Context: an optimization exercise on an open-source flow, tuned for small area, a short achievable clock period and few clock cycles per item. The choices shown serve that exercise and are no tape-out recipe.
Function was not checked in any run shown here: the RTL went through the layout flow alone.
Power is estimated from default activity; no workload was simulated.

### flow/config.mk
export PLATFORM = sky130hd
export DESIGN_NAME = gsc_compressor
export DESIGN_NICKNAME = gsc_compressor
export VERILOG_FILES = /design/flow/design.v
export SDC_FILE = /design/flow/constraint.sdc
export NUM_CORES = 8
export LEC_CHECK = 0
export CAP_MARGIN = 30
export CORE_MARGIN = 2
export CORE_UTILIZATION = 50
export PLACE_DENSITY = 0.65
export SLEW_MARGIN = 30
export SYNTH_HIERARCHICAL = 1
### flow/constraint.sdc
create_clock -name core_clock -period 10.0 [get_ports {clk}]
set_input_delay 2.0000 -clock core_clock [delete_from_list [all_inputs] [get_ports {clk}]]
set_output_delay 2.0000 -clock core_clock [all_outputs]
set_load 0.01 [all_outputs]
### flow/design.v
module gsc_preds (
    input  wire [63:0] w,
    output wire [6:0]  p
);
    wire [7:0] rz, ro;    
    wire [7:0] cz, co;    
    genvar j;
    generate
        for (j = 0; j < 8; j = j + 1) begin : g_rc
            wire [7:0] col = {w[56+j], w[48+j], w[40+j], w[32+j],
                              w[24+j], w[16+j], w[8+j],  w[j]};
            assign rz[j] = ~|w[8*j +: 8];
            assign ro[j] =  &w[8*j +: 8];
            assign cz[j] = ~|col;
            assign co[j] =  &col;
        end
    endgenerate
    function automatic one8(input [7:0] v);
        reg [3:0] a2, m2;
        reg [1:0] a4, m4;
        integer k;
        begin
            for (k = 0; k < 4; k = k + 1) begin
                a2[k] = v[2*k] | v[2*k+1];
                m2[k] = v[2*k] & v[2*k+1];
            end
            for (k = 0; k < 2; k = k + 1) begin
                a4[k] = a2[2*k] | a2[2*k+1];
                m4[k] = m2[2*k] | m2[2*k+1] | (a2[2*k] & a2[2*k+1]);
            end
            one8 = (a4[0] ^ a4[1]) & ~m4[0] & ~m4[1];
        end
    endfunction
    wire rep = &(cz | co);
    assign p[0] = rep & rz[0];
    assign p[1] = rep & ro[0];
    assign p[2] = rep;
    assign p[3] = one8(~rz) & one8(~cz);
    assign p[4] = (&rz[7:1] & ~w[7])  | (&ro[7:1] & w[7]);
    assign p[5] = (&rz[7:2] & ~w[15]) | (&ro[7:2] & w[15]);
    assign p[6] = (&rz[7:4] & ~w[31]) | (&ro[7:4] & w[31]);
endmodule
module gsc_classify (
    input  wire [63:0] w,
    input  wire [63:0] h0,
    input  wire [63:0] h1,
    input  wire [63:0] h2,
    input  wire [63:0] h3,
    output wire [55:0] pm
);
    wire [63:0] d [0:14];
    wire [63:0] p01, p23;
    assign d[0] = w;
    gsc_xor64 u_x1  (.a(w),    .b(h0),  .y(d[1]));     
    gsc_xor64 u_x2  (.a(w),    .b(h1),  .y(d[2]));     
    gsc_xor64 u_x3  (.a(w),    .b(h2),  .y(d[3]));     
    gsc_xor64 u_x4  (.a(w),    .b(h3),  .y(d[4]));     
    gsc_xor64 u_p01 (.a(h0),   .b(h1),  .y(p01));
    gsc_xor64 u_p23 (.a(h2),   .b(h3),  .y(p23));
    gsc_xor64 u_x5  (.a(d[1]), .b(h1),  .y(d[5]));     
    gsc_xor64 u_x6  (.a(d[1]), .b(h2),  .y(d[6]));     
    gsc_xor64 u_x7  (.a(d[4]), .b(h0),  .y(d[7]));     
    gsc_xor64 u_x8  (.a(d[3]), .b(h1),  .y(d[8]));     
    gsc_xor64 u_x9  (.a(d[2]), .b(h3),  .y(d[9]));     
    gsc_xor64 u_x10 (.a(d[3]), .b(h3),  .y(d[10]));    
    gsc_xor64 u_x11 (.a(d[3]), .b(p01), .y(d[11]));    
    gsc_xor64 u_x12 (.a(d[4]), .b(p01), .y(d[12]));    
    gsc_xor64 u_x13 (.a(d[1]), .b(p23), .y(d[13]));    
    gsc_xor64 u_x14 (.a(d[2]), .b(p23), .y(d[14]));    
    wire [6:0] p [0:14];
    genvar g;
    generate
        for (g = 0; g < 15; g = g + 1) begin : g_pred
            gsc_preds u_preds (.w(d[g]), .p(p[g]));
        end
    endgenerate
    assign pm[ 6: 0] = p[0];
    assign pm[13: 7] = p[1]  | p[2];
    assign pm[20:14] = p[3]  | p[4];
    assign pm[27:21] = p[5]  | p[6];
    assign pm[34:28] = p[7]  | p[8];
    assign pm[41:35] = p[9]  | p[10];
    assign pm[48:42] = p[11] | p[12];
    assign pm[55:49] = p[13] | p[14];
endmodule
module gsc_xor64 (
    input  wire [63:0] a,
    input  wire [63:0] b,
    output wire [63:0] y
);
    assign y = a ^ b;
endmodule
module gsc_rdmux (
    input  wire [3:0]  pick,
    input  wire        set,
    input  wire [63:0] e0,
    input  wire [63:0] e1,
    input  wire [63:0] e2,
    input  wire [63:0] e3,
    output wire [63:0] y
);
    assign y = ({64{pick[0]}} & e0) | ({64{pick[1]}} & e1) |
               ({64{pick[2]}} & e2) | ({64{pick[3]}} & e3) | {64{set}};
endmodule
module gsc_select (
    input  wire [55:0] pm,
    output reg  [4:0]  id,
    output reg  [6:0]  cost
);
    wire [6:0] lv0 = pm[6:0];
    wire [6:0] lv1 = pm[13:7]  | pm[20:14];
    wire [6:0] lv2 = pm[27:21] | pm[34:28] | pm[41:35];
    wire [6:0] lv3 = pm[48:42] | pm[55:49];
    wire [27:0] match;
    genvar g;
    generate
        for (g = 0; g < 7; g = g + 1) begin : g_match
            assign match[4*g + 0] = lv0[g];
            assign match[4*g + 1] = lv1[g];
            assign match[4*g + 2] = lv2[g];
            assign match[4*g + 3] = lv3[g];
        end
    endgenerate
    localparam [139:0] CAT_IDS = {
        5'd27, 5'd26, 5'd25, 5'd24, 5'd23, 5'd22, 5'd21, 5'd20,
        5'd19, 5'd11, 5'd18, 5'd15, 5'd10, 5'd17, 5'd14, 5'd9,
        5'd13, 5'd16, 5'd8,  5'd7,  5'd12, 5'd3,  5'd6,  5'd2,
        5'd5,  5'd1,  5'd4,  5'd0 };
    localparam [48:0] DATA_SIZE = {
        7'd35, 7'd19, 7'd11, 7'd9, 7'd11, 7'd3, 7'd2 };
    integer c;
    reg [4:0] pid;
    always @(*) begin
        id   = 5'd31;
        cost = 7'd65;
        for (c = 27; c >= 0; c = c - 1) begin
            pid = CAT_IDS[5*c +: 5];
            if (match[pid]) begin
                id   = pid;
                cost = DATA_SIZE[7*pid[4:2] +: 7] + {4'd0, pid[1:0], 1'b0};
            end
        end
    end
endmodule
module gsc_compressor (
    input  wire        clk,
    input  wire        rst,         
    input  wire        in_valid,
    output wire        in_ready,
    input  wire [1:0]  in_sid,
    input  wire [63:0] in_word,
    output reg         out_valid,
    output reg  [4:0]  out_id,      
    output reg  [6:0]  out_cost,
    output reg         out_last,    
    output reg  [10:0] out_total    
);
    assign in_ready = 1'b1;
    reg [63:0] win [0:15];          
    reg [1:0]  ptr [0:3];           
    reg [3:0]  full;                
    reg        v1;
    reg [63:0] w1;
    reg [3:0]  sel1;                
    always @(posedge clk) begin
        v1   <= in_valid && !rst;
        w1   <= in_word;
        sel1 <= 4'b0001 << in_sid;
    end
    wire [3:0] vld [0:3];
    wire [15:0] we;                 
    genvar gs, gk;
    generate
        for (gs = 0; gs < 4; gs = gs + 1) begin : g_st
            assign vld[gs] = {4{full[gs]}} |
                             {1'b0, &ptr[gs], ptr[gs][1], |ptr[gs]};
            for (gk = 0; gk < 4; gk = gk + 1) begin : g_we
                assign we[4*gs + gk] = v1 && sel1[gs] && ptr[gs] == gk;
            end
            always @(posedge clk) begin
                if (rst) begin
                    ptr[gs]  <= 2'd0;
                    full[gs] <= 1'b0;
                end else if (v1 && sel1[gs]) begin
                    ptr[gs] <= ptr[gs] + 2'd1;
                    if (&ptr[gs])
                        full[gs] <= 1'b1;
                end
            end
        end
        for (gs = 0; gs < 16; gs = gs + 1) begin : g_w
            always @(posedge clk)
                if (we[gs])
                    win[gs] <= w1;
        end
    endgenerate
    wire [63:0] h [0:3];
    generate
        for (gk = 0; gk < 4; gk = gk + 1) begin : g_rd
            wire [3:0] pick = sel1 & {vld[3][gk], vld[2][gk], vld[1][gk], vld[0][gk]};
            gsc_rdmux u_rd (
                .pick(pick), .set(gk == 0 ? ~|pick : 1'b0),
                .e0(win[gk]), .e1(win[4 + gk]), .e2(win[8 + gk]), .e3(win[12 + gk]),
                .y(h[gk])
            );
        end
    endgenerate
    reg        v2;
    reg [63:0] w2;
    reg [63:0] h2 [0:3];
    always @(posedge clk) begin
        v2    <= v1 && !rst;
        w2    <= w1;
        h2[0] <= h[0];
        h2[1] <= h[1];
        h2[2] <= h[2];
        h2[3] <= h[3];
    end
    wire [55:0] pm2;
    gsc_classify u_classify (
        .w(w2), .h0(h2[0]), .h1(h2[1]), .h2(h2[2]), .h3(h2[3]), .pm(pm2)
    );
    reg        v3;
    reg [55:0] pm3;
    always @(posedge clk) begin
        v3  <= v2 && !rst;
        pm3 <= pm2;
    end
    wire [4:0] sel_id;
    wire [6:0] sel_cost;
    gsc_select u_select (.pm(pm3), .id(sel_id), .cost(sel_cost));
    reg  [3:0]  word_cnt;
    wire [10:0] sum = (word_cnt == 4'd0 ? 11'd0 : out_total) + {4'd0, sel_cost};
    always @(posedge clk) begin
        if (rst) begin
            out_valid <= 1'b0;
            word_cnt  <= 4'd0;
        end else begin
            out_valid <= v3;
            if (v3)
                word_cnt <= word_cnt + 4'd1;
        end
    end
    always @(posedge clk) begin
        out_id   <= sel_id;
        out_cost <= sel_cost;
        out_last <= (word_cnt == 4'd15);
        if (v3)
            out_total <= sum;
    end
endmodule
### flow/standard.sh
#!/bin/bash
# synth_recipe.tcl (not shown) runs the flow's synth.tcl, then flattens the netlist and writes it again
# the make line also repeats each setting of config.mk as NAME=value (left out here)
make -C /OpenROAD-flow-scripts/flow DESIGN_CONFIG=/design/flow/config.mk WORK_HOME=/design/flow/orfs CLKGATE_MAP_FILE= SYNTH_SCRIPT=/design/flow/synth_recipe.tcl "${@:-finish}"
### flow/flow/run.sh
#!/bin/bash
set -euo pipefail
MARGIN=6.6
GRT_MARGIN=7.0
CTS="-sink_clustering_enable -repair_clock_nets -dont_use_dummy_load -sink_clustering_size 20 -sink_clustering_max_diameter 100"
PORTS="-buffer_cell sky130_fd_sc_hd__buf_2"
bash standard.sh SETUP_SLACK_MARGIN=$MARGIN "CTS_ARGS=$CTS" "BUFFER_PORTS_ARGS=$PORTS" cts > standard_cts.log 2>&1
bash standard.sh SETUP_SLACK_MARGIN=$GRT_MARGIN "CTS_ARGS=$CTS" "BUFFER_PORTS_ARGS=$PORTS" finish > standard_finish.log 2>&1
==> results of run 1 <==
-- timing repair --
item	CTS	global route
pin swaps	6	51
resized for setup	249	771
cloned	1	0
endpoints found under the setup margin	43	233
buffers inserted	4	95
-- cell usage in the layout, fill, tap and decap left out, drive strengths merged, types with 198 or more instances in the layout --
| master | instances |
|---|---|
| a21oi | 276 |
| or4 | 198 |
| a222oi | 271 |
| buf | 312 |
| nand2 | 515 |
| nor2 | 292 |
| nor4 | 367 |
| xor2 | 1029 |
| dfxtp | 477 |
| nand4 | 395 |
| edfxtp | 1035 |
-- per-layer routing --
| metal | up-vias | part of all wire | global-route usage |
|---|---|---|---|
| met1 | 28400 | 0.36 | 0.618 |
| met4 | 35 | 0.078 | 0.271 |
| met5 | - | 0.0026 | 0.0117 |
| li1 | 22000 | - | - |
| met2 | 5375 | 0.39 | 0.626 |
| met3 | 1211 | 0.17 | 0.213 |
-- power groups by stage --
stage               sequential, mW  combinational [mW]  clock (mW)
floorplan                     7.06                1.04           0
global placement              7.24                1.95           0
detailed placement            7.25                1.94           0
CTS                           7.14                2.00        3.64
global route                  7.23                2.39        3.83
finish                        7.23                2.45        3.61
-- synthesized netlist by cell type, types with 8 or more instances --
master	instances	area share
a211oi_1	18	0.0020
a21oi_1	275	0.020
a221oi_1	15	0.0019
a222oi_1	271	0.040
a22o_1	15	0.0019
and2_1	22	0.0020
and3_1	31	0.0028
buf_2	85	0.0062
buf_4	16	0.0018
buf_6	56	0.0092
clkbuf_1	8	0.00044
dfxtp_1	477	0.14
edfxtp_1	1035	0.45
ha_1	25	0.0046
inv_1	23	0.0013
mux2_2	15	0.0025
mux2i_1	16	0.0023
nand2_1	515	0.028
nand3_1	57	0.0042
nand4_1	395	0.036
nor2_1	246	0.013
nor2_2	31	0.0028
nor2_4	15	0.0025
nor2b_1	13	0.0012
nor3_1	32	0.0023
nor4_1	349	0.032
nor4_2	17	0.0031
o21a_1	11	0.0012
o21ai_0	33	0.0024
o21ai_1	31	0.0023
o22ai_1	60	0.0055
o31ai_1	32	0.0035
or2_1	49	0.0045
or4_1	181	0.020
or4_4	17	0.0028
xnor2_1	25	0.0032
xor2_1	1029	0.13
-- state kept, by name, summed over array words and instances (netlist names) --
register / count
pm3: 56
v2: 1
out_cost: 7
h2: 256
w1: 64
out_total: 11
out_valid: 1
w2: 64
word_cnt: 4
full: 4
ptr: 8
out_id: 5
sel1: 4
win: 1024
out_last: 1
v3: 1
v1: 1
-- cell type report --
type | count | area [µm²] | share of cell area
Sequential cell | 1512 | 41100 | 0.508
Multi-Input combinational cell | 3898 | 32900 | 0.406
Clock buffer | 94 | 2350 | 0.0291
Tap cell | 1781 | 2230 | 0.0276
Timing Repair Buffer | 312 | 2210 | 0.0274
Inverter | 24 | 95.1 | 0.00118
Antenna cell | 10 | 25.0 | 0.000310
-- modules after synthesis (local to each module, per instance) --
| module | cell area [µm²] | flip-flops and latches |
|---|---|---|
| gsc_xor64 | 561 | 0 |
| gsc_classify | 307 | 0 |
| gsc_select | 737 | 0 |
| gsc_rdmux | 1460 | 0 |
| gsc_compressor | 41900 | 1512 |
| gsc_preds | 722 | 0 |
-- kinds of logic after synthesis --
logic type | count (synthesis)
AO/OA/AOI/OAI | 792
XOR/XNOR | 1054
adder cells (fa/ha/maj) | 26
buffers and inverters | 190
flip-flops | 1512
multiplexers | 31
other | 2
AND/OR/NAND/NOR | 1990
-- critical path, stage by stage, from the launching register on --
cell	delay, ns
dfxtp_1	0.55
xor2_1	0.64
xor2_1	0.31
nor4_1	0.41
nand4_1	0.40
nor2_1	0.31
nand2_1	0.14
mux2_2	0.29
nor2_1	0.17
or2_1	0.13
-- worst paths after layout --
check                                start   endpoint  slack, ns
worst max-delay path             h2[1][59]    pm3[45]       6.53
worst min-delay path            win[0][52]  h2[0][52]       0.41
worst max register to register   h2[1][59]    pm3[45]       6.53
worst min register to register  win[0][52]  h2[0][52]       0.41
==> flow_summary.yaml, run 1 <==
status:
  outcome: "timing/DRC/antenna clean"
clocking:
  cts_made_buffers: 94
  max-clock-path-buffers: 3
  cts_max_level: 3
  cts_tree: "done"
  path_clk_slew_ns: 0.08
  clock_sinks: 1512
  cts.root.buffer_cell: "clkbuf_16"
  ctsHoldBuffers: 0
  clk_latency_ns: 0.76
layout:
  fin_cells: 7631
  drive_above_1_share: 0.226
  fillerInstances: 10600
  final_area_um2: 80800
  synthToLayoutAreaGrowth_pct: 17.9
  final_core_util: 0.595
  nets: 5937
drt:
  drc_errors: 0
  drt_iter0_drc: 12100
  vias: 57100
  drtPass1Iterations: 14
  wl_per_cell_um: 44.2
  postRouteAntennaNets: 0
  vias_per_cell: 7.48
  routed_wl_mm: 337
logic_synthesis:
  synth_compound_area_frac: 0.0840
  synthArstFlopShare: 0
  synth-edff-count: 1035
  synth_fa_ha_area_frac: 0.00485
  ys.flop_type: "edfxtp_1"
  syn_area_um2: 68600
  synth_top_family_by_area: "simple AND/OR/NAND/NOR gates"
  synth_xor_area_frac: 0.135
  synth_seq_area_share: 0.593
  syn_area_per_cell_um2: 12.3
  synthesis.instances: 5597
  synth_seq_cells: 1512
  synth_cell_types: 67
  synth-simple-area-share: 0.160
  yosysWarnings: 16
  synth_mux_area_frac: 0.00480
hold_path:
  hold_depth: 2
  min_path_type: "reg -> reg"
timing:
  maxSlewViolCount: 0
  setup-tns-final_ns: 0
  slew_headroom: 0.197
  rsz0062_at_grt: "true"
  worst_clock_skew_ns: 0.109
  final-setup-viol-count: 0
  min_period_ns: 3.47
  setup_slack_ns: 6.53
  tightest_slew_ns: 1.19
  finalHoldViolCount: 0
  finalCritPeriodShare: 0.347
  max_freq_mhz: 288
  holdWs_ns: 0.407
pwr:
  p_switching_mw: 4.23
  power_frac_seq: 0.544
  irDropWorstVdd_mv: 0.193
  comb_power_share: 0.184
  power_density_nw_per_um2: 164
  swShare: 0.319
  leakage_nw: 25.1
  intPower_mw: 9.06
  p_clk_frac: 0.271
  finalPower_mw: 13.3
place:
  gp_congestion: 1.32
  dp_slack_ns: 5.69
  placed_cell_area_um2: 71400
  dp_hpwl_mm: 257
  placed_cells: 7427
  io_buffer_count: 93
global_routing:
  grt_overflow_total: 0
  grt_pass1_wl_mm: 443
  grt_max_degree: 65
  grt_pass1_vias: 51400
  track_usage: 0.467
  antenna_found_initial: 16
job:
  maxCapViolations: 0
floorplanning:
  die_area_um2: 140000
  num_io_pins: 95
  core_area_um2: 136000
  start_util: 0.505
  die_x_um: 374
  die_h_um: 374
  fp-row-count: 135
critical_path:
  cp_max_fo: 4
  critPathLaunchType: "register"
  arrival_ns: 4.13
  crit_type: "reg -> reg"
  r2r_cells: 9
  crit_required_ns: 10.66
  end_kind: "register"
==> run 2, diff against run 1 <==
--- a/flow/design.v
+++ b/flow/design.v
@@ -158,2 +158,3 @@
     assign in_ready = 1'b1;
+    wire accept = in_valid && !rst;
     reg [63:0] win [0:15];          
@@ -161,12 +162,4 @@
     reg [3:0]  full;                
-    reg        v1;
-    reg [63:0] w1;
-    reg [3:0]  sel1;                
-    always @(posedge clk) begin
-        v1   <= in_valid && !rst;
-        w1   <= in_word;
-        sel1 <= 4'b0001 << in_sid;
-    end
+    wire [3:0] sel = 4'b0001 << in_sid;    
     wire [3:0] vld [0:3];
-    wire [15:0] we;                 
     genvar gs, gk;
@@ -176,5 +169,2 @@
                              {1'b0, &ptr[gs], ptr[gs][1], |ptr[gs]};
-            for (gk = 0; gk < 4; gk = gk + 1) begin : g_we
-                assign we[4*gs + gk] = v1 && sel1[gs] && ptr[gs] == gk;
-            end
             always @(posedge clk) begin
@@ -183,3 +173,3 @@
                     full[gs] <= 1'b0;
-                end else if (v1 && sel1[gs]) begin
+                end else if (in_valid && sel[gs]) begin
                     ptr[gs] <= ptr[gs] + 2'd1;
@@ -189,7 +179,7 @@
             end
-        end
-        for (gs = 0; gs < 16; gs = gs + 1) begin : g_w
-            always @(posedge clk)
-                if (we[gs])
-                    win[gs] <= w1;
+            for (gk = 0; gk < 4; gk = gk + 1) begin : g_w
+                always @(posedge clk)
+                    if (accept && sel[gs] && ptr[gs] == gk)
+                        win[4*gs + gk] <= in_word;
+            end
         end
@@ -199,3 +189,3 @@
         for (gk = 0; gk < 4; gk = gk + 1) begin : g_rd
-            wire [3:0] pick = sel1 & {vld[3][gk], vld[2][gk], vld[1][gk], vld[0][gk]};
+            wire [3:0] pick = sel & {vld[3][gk], vld[2][gk], vld[1][gk], vld[0][gk]};
             gsc_rdmux u_rd (
@@ -207,22 +197,22 @@
     endgenerate
+    reg        v1;
+    reg [63:0] w1;
+    reg [63:0] h1 [0:3];
+    always @(posedge clk) begin
+        v1    <= accept;
+        w1    <= in_word;
+        h1[0] <= h[0];
+        h1[1] <= h[1];
+        h1[2] <= h[2];
+        h1[3] <= h[3];
+    end
+    wire [55:0] pm1;
+    gsc_classify u_classify (
+        .w(w1), .h0(h1[0]), .h1(h1[1]), .h2(h1[2]), .h3(h1[3]), .pm(pm1)
+    );
     reg        v2;
-    reg [63:0] w2;
-    reg [63:0] h2 [0:3];
-    always @(posedge clk) begin
-        v2    <= v1 && !rst;
-        w2    <= w1;
-        h2[0] <= h[0];
-        h2[1] <= h[1];
-        h2[2] <= h[2];
-        h2[3] <= h[3];
-    end
-    wire [55:0] pm2;
-    gsc_classify u_classify (
-        .w(w2), .h0(h2[0]), .h1(h2[1]), .h2(h2[2]), .h3(h2[3]), .pm(pm2)
-    );
-    reg        v3;
-    reg [55:0] pm3;
-    always @(posedge clk) begin
-        v3  <= v2 && !rst;
-        pm3 <= pm2;
+    reg [55:0] pm2;
+    always @(posedge clk) begin
+        v2  <= v1 && !rst;
+        pm2 <= pm1;
     end
@@ -230,3 +220,3 @@
     wire [6:0] sel_cost;
-    gsc_select u_select (.pm(pm3), .id(sel_id), .cost(sel_cost));
+    gsc_select u_select (.pm(pm2), .id(sel_id), .cost(sel_cost));
     reg  [3:0]  word_cnt;
@@ -238,4 +228,4 @@
         end else begin
-            out_valid <= v3;
-            if (v3)
+            out_valid <= v2;
+            if (v2)
                 word_cnt <= word_cnt + 4'd1;
@@ -247,3 +237,3 @@
         out_last <= (word_cnt == 4'd15);
-        if (v3)
+        if (v2)
             out_total <= sum;
==> flow/flow/run.sh (replaced) <==
#!/bin/bash
set -euo pipefail
MARGIN=6.7
CTS="-sink_clustering_enable -repair_clock_nets -dont_use_dummy_load -sink_clustering_size 20 -sink_clustering_max_diameter 100"
PORTS="-buffer_cell sky130_fd_sc_hd__buf_2"
bash standard.sh SETUP_SLACK_MARGIN=$MARGIN "CTS_ARGS=$CTS" "BUFFER_PORTS_ARGS=$PORTS" finish > standard_finish.log 2>&1
==> flow_summary.yaml, run 2 <==
drt:
  wl_per_cell_um: 42.5
  drtPass1Iterations: 13
  drc_errors: 0
  drt_iter0_drc: 11600
  routed_wl_mm: 320
  vias: 55900
  postRouteAntennaNets: 0
  vias_per_cell: 7.43
place:
  dp_hpwl_mm: 231
  placed_cell_area_um2: 70200
  io_buffer_count: 93
  placed_cells: 7371
  dp_slack_ns: 5.35
  gp_congestion: 1.28
clocking:
  cts_tree: "done"
  cts_max_level: 3
  cts.root.buffer_cell: "clkbuf_16"
  clock_sinks: 1443
  clk_latency_ns: 0.77
  ctsHoldBuffers: 0
  cts_made_buffers: 86
  max-clock-path-buffers: 3
  path_clk_slew_ns: 0.08
floorplanning:
  die_area_um2: 137000
  die_x_um: 371
  start_util: 0.504
  fp-row-count: 134
  die_h_um: 371
  num_io_pins: 95
  core_area_um2: 133000
critical_path:
  crit_type: "reg -> reg"
  crit_required_ns: 10.63
  crit_chain: "xor2_2 -> xor2_1 -> nand4_1 -> nor4_1 -> nand3_1 -> or4_1 -> o31ai_1 -> or2_1"
  end_kind: "register"
  cp_max_fo: 7
  arrival_ns: 4.28
  critPathLaunchType: "register"
  cpMaxStageDelayCell: "dfxtp_2"
  cpPeakStageDelay_ns: 0.55
layout:
  final_core_util: 0.574
  fillerInstances: 10900
  final_area_um2: 76600
  layout_common_cells: "edfxtp_1, xor2_1, nand2_1"
  largest_reg_flops: 1024
  nets: 5846
  final_common_cell: "edfxtp_1"
  regMostFlops: "win"
  reg.largest.list: "win (1024), h1 (256), w1 (64)"
  synthToLayoutAreaGrowth_pct: 14.0
  drive_above_1_share: 0.183
  fin_cells: 7523
logic_synthesis:
  synth_top_area_share: 0.462
  ys.flop_type: "edfxtp_1"
  yosysWarnings: 16
  synthTopCellsByArea: "edfxtp_1, xor2_1, dfxtp_1"
  synth_xor_area_frac: 0.137
  synthesis.instances: 5522
  synth_top_area_cell: "edfxtp_1"
  synth_compound_area_frac: 0.0861
  synth_seq_area_share: 0.584
  syn_area_per_cell_um2: 12.2
  synth_top_family_by_area: "simple AND/OR/NAND/NOR gates"
  synth_fa_ha_area_frac: 0.00495
  synth_commonest_cells: "edfxtp_1, xor2_1, nand2_1"
  synth_mux_area_frac: 0.00523
  synth_seq_cells: 1443
  synth-edff-count: 1035
  synth_most_common_cell: "edfxtp_1"
  synth_cell_types: 73
  synth-simple-area-share: 0.164
  synthArstFlopShare: 0
  syn_area_um2: 67200
pwr:
  intPower_mw: 8.68
  p_clk_frac: 0.263
  power_frac_seq: 0.539
  power_density_nw_per_um2: 168
  leakage_nw: 24.0
  finalPower_mw: 12.9
  comb_power_share: 0.198
  irDropWorstVdd_mv: 0.173
  swShare: 0.327
  p_switching_mw: 4.21
global_routing:
  gr-usage-met2: 0.612
  grt_max_degree: 66
  track_usage: 0.456
  grt_overflow_total: 0
  top_usage_layer: "met2"
  met1_usage: 0.590
  grt_pass1_vias: 50900
  use_met3: 0.234
  grt_pass1_wl_mm: 426
  antenna_found_initial: 19
timing:
  setup_slack_ns: 6.35
  final-setup-viol-count: 0
  maxSlewViolCount: 0
  setup-tns-final_ns: 0
  rsz0062_at_grt: "true"
  tightest_slew_ns: 1.13
  slew_headroom: 0.239
  min_period_ns: 3.65
  finalCritPeriodShare: 0.365
  max_freq_mhz: 274
  worst_clock_skew_ns: 0.0932
  finalHoldViolCount: 0
  holdWs_ns: 0.433
job:
  maxCapViolations: 0
hold_path:
  min_path_type: "reg -> reg"
status:
  outcome: "timing/DRC/antenna clean"
run 2: changes by cell type after synthesis, moves of 6 or more:
cell	change
inv_1	-6
o21a_1	-7
clkbuf_1	-8
nor2b_1	-7
dfxtp_1	-69
and2b_1	+9
run 2: repair_timing:
item | in CTS | in global routing
cloned | 12 | 1
setup buffers | 15 | 28
pin swaps | 17 | 16
setup endpoints to repair | 914 | 549
gates resized for setup | 357 | 341
run 2: per-module statistics from Yosys (local to each module, per instance):
module	cells	times used	cell area [µm²]
gsc_rdmux	227	4	1460
gsc_xor64	64	16	561
gsc_classify	49	1	307
gsc_compressor	1624	1	40500
gsc_preds	120	15	722
gsc_select	117	1	737
run 2: worst max-delay path, delay by kind of cell (launching register included):
family,cells,cell delay (ns)
simple gates,5,1.87
xor+xnor,2,1.03
flops,1,0.55
compound gates,1,0.07
run 2: power groups by stage:
stage          sequential (mW)  clock, mW  combinational, mW
6_report                  6.95       3.39               2.55
5_1_grt                   6.92       3.60               2.54
3_5_place_dp              6.97          0               2.13
3_3_place_gp              6.97          0               2.13
4_1_cts                   6.86       3.40               2.23
2_1_floorplan             6.76          0               1.20
run 2: metal layers:
| metal | vias to the layer above | share of wire |
|---|---|---|
| met2 | 5193 | 0.39 |
| met3 | 1262 | 0.17 |
| met4 | 22 | 0.077 |
| met1 | 27600 | 0.36 |
| met5 | - | 0.0014 |
| li1 | 21900 | - |
run 2: final timing paths:
check	from	to	slack (ns)	cells past startpoint
worst min register to register	win[0][24]	h1[0][24]	0.43	2
worst min-delay path	win[0][24]	h1[0][24]	0.43	2
worst max register to register	w1[36]	pm2[46]	6.35	8
worst max-delay path	w1[36]	pm2[46]	6.35	8
run 2: kinds of logic after synthesis:
| group | after synthesis |
|---|---|
| and+or+nand+nor | 1992 |
| DFF | 1443 |
| xor gates and xnor gates | 1052 |
| AOI/OAI and AO/OA | 793 |
| buffers and inverters | 181 |
| muxes | 33 |
| adders and majority gates | 26 |
| other | 2 |
run 2: layout make-up:
cell class,instances,area [µm²],area share
clock buffers,86,2150,0.0281
repair buffers,290,2240,0.0292
multi-input cells,3913,30400,0.396
flip-flops and latches,1443,39600,0.516
diodes,6,15.0,0.000196
well taps,1768,2210,0.0289
inverters,17,63.8,0.000833
==> run 3, diff against run 2 <==
--- a/flow/flow/run.sh
+++ b/flow/flow/run.sh
@@ -2,3 +2,3 @@
 set -euo pipefail
-MARGIN=6.7
+MARGIN=6.85
 CTS="-sink_clustering_enable -repair_clock_nets -dont_use_dummy_load -sink_clustering_size 20 -sink_clustering_max_diameter 100"
==> flow_summary.yaml, run 3 <==
global_routing:
  grt_max_degree: 65
  grt_pass1_vias: 56400
  track_usage: 0.562
  grt_overflow_total: 0
  grt_pass1_wl_mm: 514
  antenna_found_initial: 31
layout:
  regArea_um2: 39900
  layout_common_cells: "edfxtp_1, xor2_1, nand2_1"
  regMostFlops: "win"
  drive_above_1_share: 0.258
  nets: 6066
  reg.largest.list: "win (1024), h1 (256), w1 (64)"
  multi_input_area_um2: 32700
  synthToLayoutAreaGrowth_pct: 21.6
  largest_reg_flops: 1024
  final_common_cell: "edfxtp_1"
  fillerInstances: 9718
  final_core_util: 0.612
place:
  gp_congestion: 1.18
  dp_hpwl_mm: 277
  dp_slack_ns: 5.14
  io_buffer_count: 93
critical_path:
  cpPeakStageDelay_ns: 1.08
  crit_required_ns: 10.59
  arrival_ns: 4.15
  cpLargestDelayFamily: "compound AO/OA/AOI/OAI gates"
  crit_type: "in -> reg"
  cpMaxStageDelayCell: "a222oi_1"
  cp-startpoint: "in_sid[1]"
  cp_max_fo: 6
  timing.rr.start: "w1[62]"
  critPathLaunchType: "primary input"
  critical_path_buf_inv_count: 3
  end_kind: "register"
  crit_chain: "clkbuf_4 -> nor2b_4 -> a21boi_4 -> buf_12 -> buf_4 -> a222oi_1 -> nand2_1"
timing:
  tightest_slew_ns: 1.29
  holdWs_ns: 0.430
  finalCritPeriodShare: 0.356
  worst_clock_skew_ns: 0.137
  slew_headroom: 0.138
  setup_slack_ns: 6.44
  rsz0062_at_grt: "true"
  final-setup-viol-count: 0
  maxSlewViolCount: 0
  min_period_ns: 3.56
  setup-tns-final_ns: 0
  max_freq_mhz: 281
  finalHoldViolCount: 0
clocking:
  path_clk_slew_ns: 0.09
  cts.root.buffer_cell: "clkbuf_16"
  cts_made_buffers: 87
  cts_max_level: 3
  clock_sinks: 1443
  cts_tree: "done"
  max-clock-path-buffers: 3
  clk_latency_ns: 0.78
pwr:
  irDropWorstVdd_mv: 0.267
  leakage_nw: 25.9
  finalPower_mw: 13.8
  power_density_nw_per_um2: 169
drt:
  routed_wl_mm: 413
  drtPass1Iterations: 17
  wl_per_cell_um: 53.2
  postRouteAntennaNets: 0
  wl_met2_mm: 160
  drt_iter0_drc: 16800
  drc_errors: 0
  wl_met1_mm: 128
  route.met3.wl_mm: 73.5
  vias_per_cell: 8.18
  top_layer: "met5"
  vias: 63400
status:
  outcome: "timing/DRC/antenna clean"
logic_synthesis:
  synth_top_area_share: 0.462
  synth_most_common_cell: "edfxtp_1"
  synthTopCellsByArea: "edfxtp_1, xor2_1, dfxtp_1"
  synth-edff-count: 1035
  synthesis.instances: 5522
  synth_top_area_cell: "edfxtp_1"
  syn_area_um2: 67200
  yosysWarnings: 16
  syn_area_per_cell_um2: 12.2
  synth_seq_cells: 1443
  synth_cell_types: 73
  ys.flop_type: "edfxtp_1"
  synth_commonest_cells: "edfxtp_1, xor2_1, nand2_1"
  synth_seq_area_share: 0.584
  synthArstFlopShare: 0
floorplanning:
  start_util: 0.504
  die_area_um2: 137000
  die_x_um: 371
  core_area_um2: 133000
  fp-row-count: 134
  num_io_pins: 95
  die_h_um: 371
job:
  maxCapViolations: 0
hold_path:
  min_path_type: "reg -> reg"
  min_from: "win[3][63]"
==> run 3: cell types whose count changed in the layout (fill, tap and decap cells not counted), moves of 14 or more <==
cell	delta
buf_12	+23
buf_4	+177
dfxtp_1	-72
dfxtp_2	-16
dfxtp_4	+88
diode_2	+15
nor4_2	-14
nor4_4	+20
xor2_1	-149
xor2_2	+77
xor2_4	+72
==> run 3: cell families (layout without fill, tap and decap cells) <==
logic type | count (synthesis) | after routing | synth area share
fa+ha+maj | 26 | 26 | 0.00495
buf+inv | 181 | 610 | 0.0190
flops | 1443 | 1443 | 0.584
other cells | 2 | 25 | 0.000112
mux | 33 | 33 | 0.00523
compound gates | 793 | 798 | 0.0861
simple gates | 1992 | 2003 | 0.164
xor+xnor | 1052 | 1052 | 0.137
==> run 3: final timing paths <==
kind | to | slack (ns) | cells past startpoint
worst max-delay path | h1[0][8] | 6.44 | 7
worst min-delay path | h1[3][63] | 0.43 | 2
worst min register to register | h1[3][63] | 0.43 | 2
worst max register to register | pm2[3] | 6.53 | 6
==> run 3: per-layer routing <==
metal	track usage	vias up
li1	-	22300
met1	0.659	30200
met2	0.778	8348
met3	0.280	2636
met4	0.444	28
met5	0	-
==> run 3: per-module statistics from Yosys (local to each module, per instance) <==
module	flops+latches	cells
gsc_compressor	1443	1624
gsc_rdmux	0	227
gsc_select	0	117
gsc_preds	0	120
gsc_xor64	0	64
gsc_classify	0	49
==> run 3: repair_timing <==
action / CTS / global route
pin swaps: 71 / 72
endpoints found under the setup margin: 1073 / 410
buffers inserted: 112 / 103
hold buffers: 0 / 0
gates cloned: 20 / 11
gates resized for setup: 725 / 407
==> run 3: final cells by class <==
class                           instances  area share
Multi-Input combinational cell       3916       0.400
Antenna cell                           21    0.000643
Timing Repair Buffer                  506      0.0567
Inverter                               17    0.000781
Tap cell                             1768      0.0271
Clock buffer                           87      0.0266
Sequential cell                      1443       0.488
==> run 3: power breakdown <==
group / total [mW] / internal (mW) / leakage (nW) / switching [mW]
sequential: 6.98 / 6.51 / 12.7 / 0.474
combinational: 3.16 / 0.817 / 12.1 / 2.34
clock: 3.67 / 1.55 / 1.07 / 2.12
total: 13.8 / 8.87 / 25.9 / 4.94
==> run 3: worst reg2reg max path, cell delays in order, from the launching register on <==
cell	delay [ns]
dfxtp_2	0.46
nor4_1	1.05
nand4_1	0.49
nor2_1	0.42
nand2_1	0.19
mux2_2	0.29
nor2_1	0.41
==> run 3: metrics by stage <==
step,cells,cell area (µm²)
finish,7758,81700
global route,7738,81700
CTS,7622,78400
detailed placement,7403,71000
global placement,7399,70500
floorplan,5524,67400
==> run 4, diff against run 3 <==
--- a/flow/flow/run.sh
+++ b/flow/flow/run.sh
@@ -2,3 +2,3 @@
 set -euo pipefail
-MARGIN=6.85
+MARGIN=6.7
 CTS="-sink_clustering_enable -repair_clock_nets -dont_use_dummy_load -sink_clustering_size 20 -sink_clustering_max_diameter 100"
--- a/flow/config.mk
+++ b/flow/config.mk
@@ -10,3 +10,3 @@
 export CORE_UTILIZATION = 50
-export PLACE_DENSITY = 0.65
+export PLACE_DENSITY = 0.72
 export SLEW_MARGIN = 30
==> flow_summary.yaml, run 4 <==
status:
  outcome: "timing/DRC/antenna clean"
logic_synthesis:
  synthTopCellsByArea: "edfxtp_1, xor2_1, dfxtp_1"
  synthArstFlopShare: 0
  syn_area_um2: 67200
  synth_seq_area_share: 0.584
  ys.flop_type: "edfxtp_1"
  synth_cell_types: 73
  syn_area_per_cell_um2: 12.2
  synth-edff-count: 1035
  synth_most_common_cell: "edfxtp_1"
  synth_commonest_cells: "edfxtp_1, xor2_1, nand2_1"
  synth_seq_cells: 1443
  yosysWarnings: 16
  synthesis.instances: 5522
  synth_top_area_share: 0.462
  synth_top_area_cell: "edfxtp_1"
drt:
  vias: 59300
  routed_wl_mm: 376
  drc_errors: 0
  vias_per_cell: 7.78
  postRouteAntennaNets: 0
  drt_iter0_drc: 14300
  drtPass1Iterations: 13
  wl_per_cell_um: 49.3
critical_path:
  cpMaxStageDelayCell: "dfxtp_2"
  cpLargestDelayFamily: "simple AND/OR/NAND/NOR gates"
  crit_type: "reg -> reg"
  crit_required_ns: 10.63
  cp_max_fo: 6
  end_kind: "register"
  cpPeakStageDelay_ns: 0.79
  critPathLaunchType: "register"
  arrival_ns: 4.21
  critical_path_buf_inv_count: 0
  crit_chain: "xor2_4 -> xor2_1 -> nand4_1 -> nor4_1 -> nand3_1 -> or4_1 -> o31ai_2 -> or2_1"
place:
  dp_hpwl_mm: 263
  gp_congestion: 1.19
  io_buffer_count: 93
  placed_cells: 7390
timing:
  slew_headroom: 0.212
  setup-tns-final_ns: 0
  final-setup-viol-count: 0
  tightest_slew_ns: 1.17
  maxSlewViolCount: 0
  finalHoldViolCount: 0
  holdWs_ns: 0.430
  max_freq_mhz: 280
  worst_clock_skew_ns: 0.0903
  min_period_ns: 3.57
  finalCritPeriodShare: 0.357
  rsz0062_at_grt: "true"
layout:
  regMostFlops: "win"
  drive_above_1_share: 0.215
  nets: 5941
  final_common_cell: "edfxtp_1"
  layout_common_cells: "edfxtp_1, xor2_1, nand2_1"
  synthToLayoutAreaGrowth_pct: 16.5
  reg.largest.list: "win (1024), h1 (256), w1 (64)"
  fillerInstances: 10300
  fin_cells: 7629
  largest_reg_flops: 1024
global_routing:
  antenna_found_initial: 24
  grt_overflow_total: 0
  grt_pass1_wl_mm: 487
  track_usage: 0.533
  grt_max_degree: 66
  grt_pass1_vias: 54400
clocking:
  cts_max_level: 3
  cts.root.buffer_cell: "clkbuf_16"
  cts_tree: "done"
  cts_made_buffers: 88
  max-clock-path-buffers: 3
  clk_latency_ns: 0.76
  clock_sinks: 1443
  path_clk_slew_ns: 0.09
floorplanning:
  die_area_um2: 137000
  die_x_um: 371
  fp-row-count: 134
  start_util: 0.504
  num_io_pins: 95
  core_area_um2: 133000
  die_h_um: 371
job:
  maxCapViolations: 0
hold_path:
  min_path_type: "reg -> reg"
pwr:
  leakage_nw: 24.7
  power_density_nw_per_um2: 170
  irDropWorstVdd_mv: 0.194
## run 4: worst register-to-register path: stages, from the launching register on
cell	delay, ns
dfxtp_2	0.79
xor2_4	0.45
xor2_1	0.35
nand4_1	0.15
nor4_1	0.52
nand3_1	0.30
or4_1	0.54
o31ai_2	0.21
or2_1	0.18
## run 4: final cells by class
| type | count | area (µm²) | share of cell area |
|---|---|---|---|
| Multi-Input combinational cell | 3916 | 31000 | 0.396 |
| Antenna cell | 17 | 42.5 | 0.000543 |
| Tap cell | 1768 | 2210 | 0.0282 |
| Clock buffer | 88 | 2200 | 0.0281 |
| Sequential cell | 1443 | 39700 | 0.507 |
| Inverter | 17 | 63.8 | 0.000815 |
| Timing Repair Buffer | 380 | 3140 | 0.0401 |
## run 4: stage by stage
| stage | cell area, µm² | total power [mW] | util | setup WS (ns) |
|---|---|---|---|---|
| final | 78300 | 13.3 | 0.587 | 6.43 |
| after global routing | 78300 | 13.4 | 0.587 | 6.52 |
| after CTS | 76400 | 12.8 | 0.573 | 6.51 |
| after detailed placement | 70800 | 9.30 | 0.530 | 5.22 |
| after global placement | 70400 | 9.29 | 0.528 | 5.42 |
| after floorplan | 67300 | 7.96 | - | 6.51 |
## run 4: per-module statistics from Yosys (local to each module, per instance)
module          area [µm²]  cells inside  copies in the design
gsc_compressor       40500          1624                     1
gsc_rdmux             1460           227                     4
gsc_classify           307            49                     1
gsc_xor64              561            64                    16
gsc_select             737           117                     1
gsc_preds              722           120                    15
## run 4: what timing repair did
action | 4_1_cts | 5_1_grt
cloned | 13 | 5
endpoints found under the setup margin | 962 | 659
pin swaps | 46 | 36
gates resized for setup | 568 | 251
setup buffers | 53 | 54
hold buffers | 0 | 0
## run 4: per-layer routing
metal / global-route usage / vias to the layer above / part of all wire
met2: 0.750 / 6793 / 0.40
met3: 0.258 / 1711 / 0.17
li1: - / 22100 / -
met4: 0.369 / 20 / 0.098
met5: 0.00699 / - / 0.0012
met1: 0.638 / 28700 / 0.33
## run 4: final timing paths
| path | endpoint | startpoint | slack (ns) | cells past startpoint |
|---|---|---|---|---|
| setup / recovery | pm2[32] | h1[3][30] | 6.43 | 8 |
| setup reg to reg | pm2[32] | h1[3][30] | 6.43 | 8 |
| hold reg to reg | h1[0][34] | win[0][34] | 0.43 | 2 |
| hold / removal | h1[0][34] | win[0][34] | 0.43 | 2 |
## run 4: where the power goes
part | internal (mW) | switching, mW | leakage (nW)
logic | 0.702 | 2.11 | 10.9
clock network | 1.56 | 1.95 | 1.08
registers | 6.51 | 0.455 | 12.7
total | 8.77 | 4.51 | 24.7
## run 4: cell families (layout without fill, tap and decap cells)
logic type,Yosys count,after routing,synth area share
and+or+nand+nor,1992,2006,0.164
AOI/OAI and AO/OA,793,795,0.0861
adders and majority gates,26,26,0.00495
buffers and inverters,181,485,0.0190
muxes,33,33,0.00523
other,2,21,0.000112
DFF,1443,1443,0.584
xor gates and xnor gates,1052,1052,0.137

[what the ideal ports hide]
The results above use ideal ports. As a check the final layouts listed here were re-extracted and re-timed, cells and wires unchanged. Step 1 assumes that a clkbuf_16 drives the clock port and a buf_2 every other input. Step 2 also shifts input and output timing later by t, the mid clock arrival at the registers, as if the neighbouring blocks saw the same clock. a / b / c = no drivers / after step 1 / after step 2; a / b = the first two.
| run | t, ns | setup WS [ns] | worst setup path after step 2 | worst register clock-pin slew, ns | worst slew at a driven data input, ns |
|---|---|---|---|---|---|
| run 1 | 0.794 | 6.530 / 6.530 / 6.530 | register to register | 0.09 / 0.09 | 0.05 |
| run 2 | 0.804 | 6.348 / 6.348 / 5.893 | input to register | 0.09 / 0.09 | 0.08 |
| run 3 | 0.805 | 6.438 / 6.491 / 5.686 | input to register | 0.11 / 0.11 | 0.13 |
| run 4 | 0.789 | 6.425 / 6.425 / 5.828 | input to register | 0.10 / 0.10 | 0.05 |
After both steps setup and hold are still met in every run listed. For run 3, which loses most, drivers alone change the setup slack by +0.053 ns; drivers and shift together by -0.752 ns.
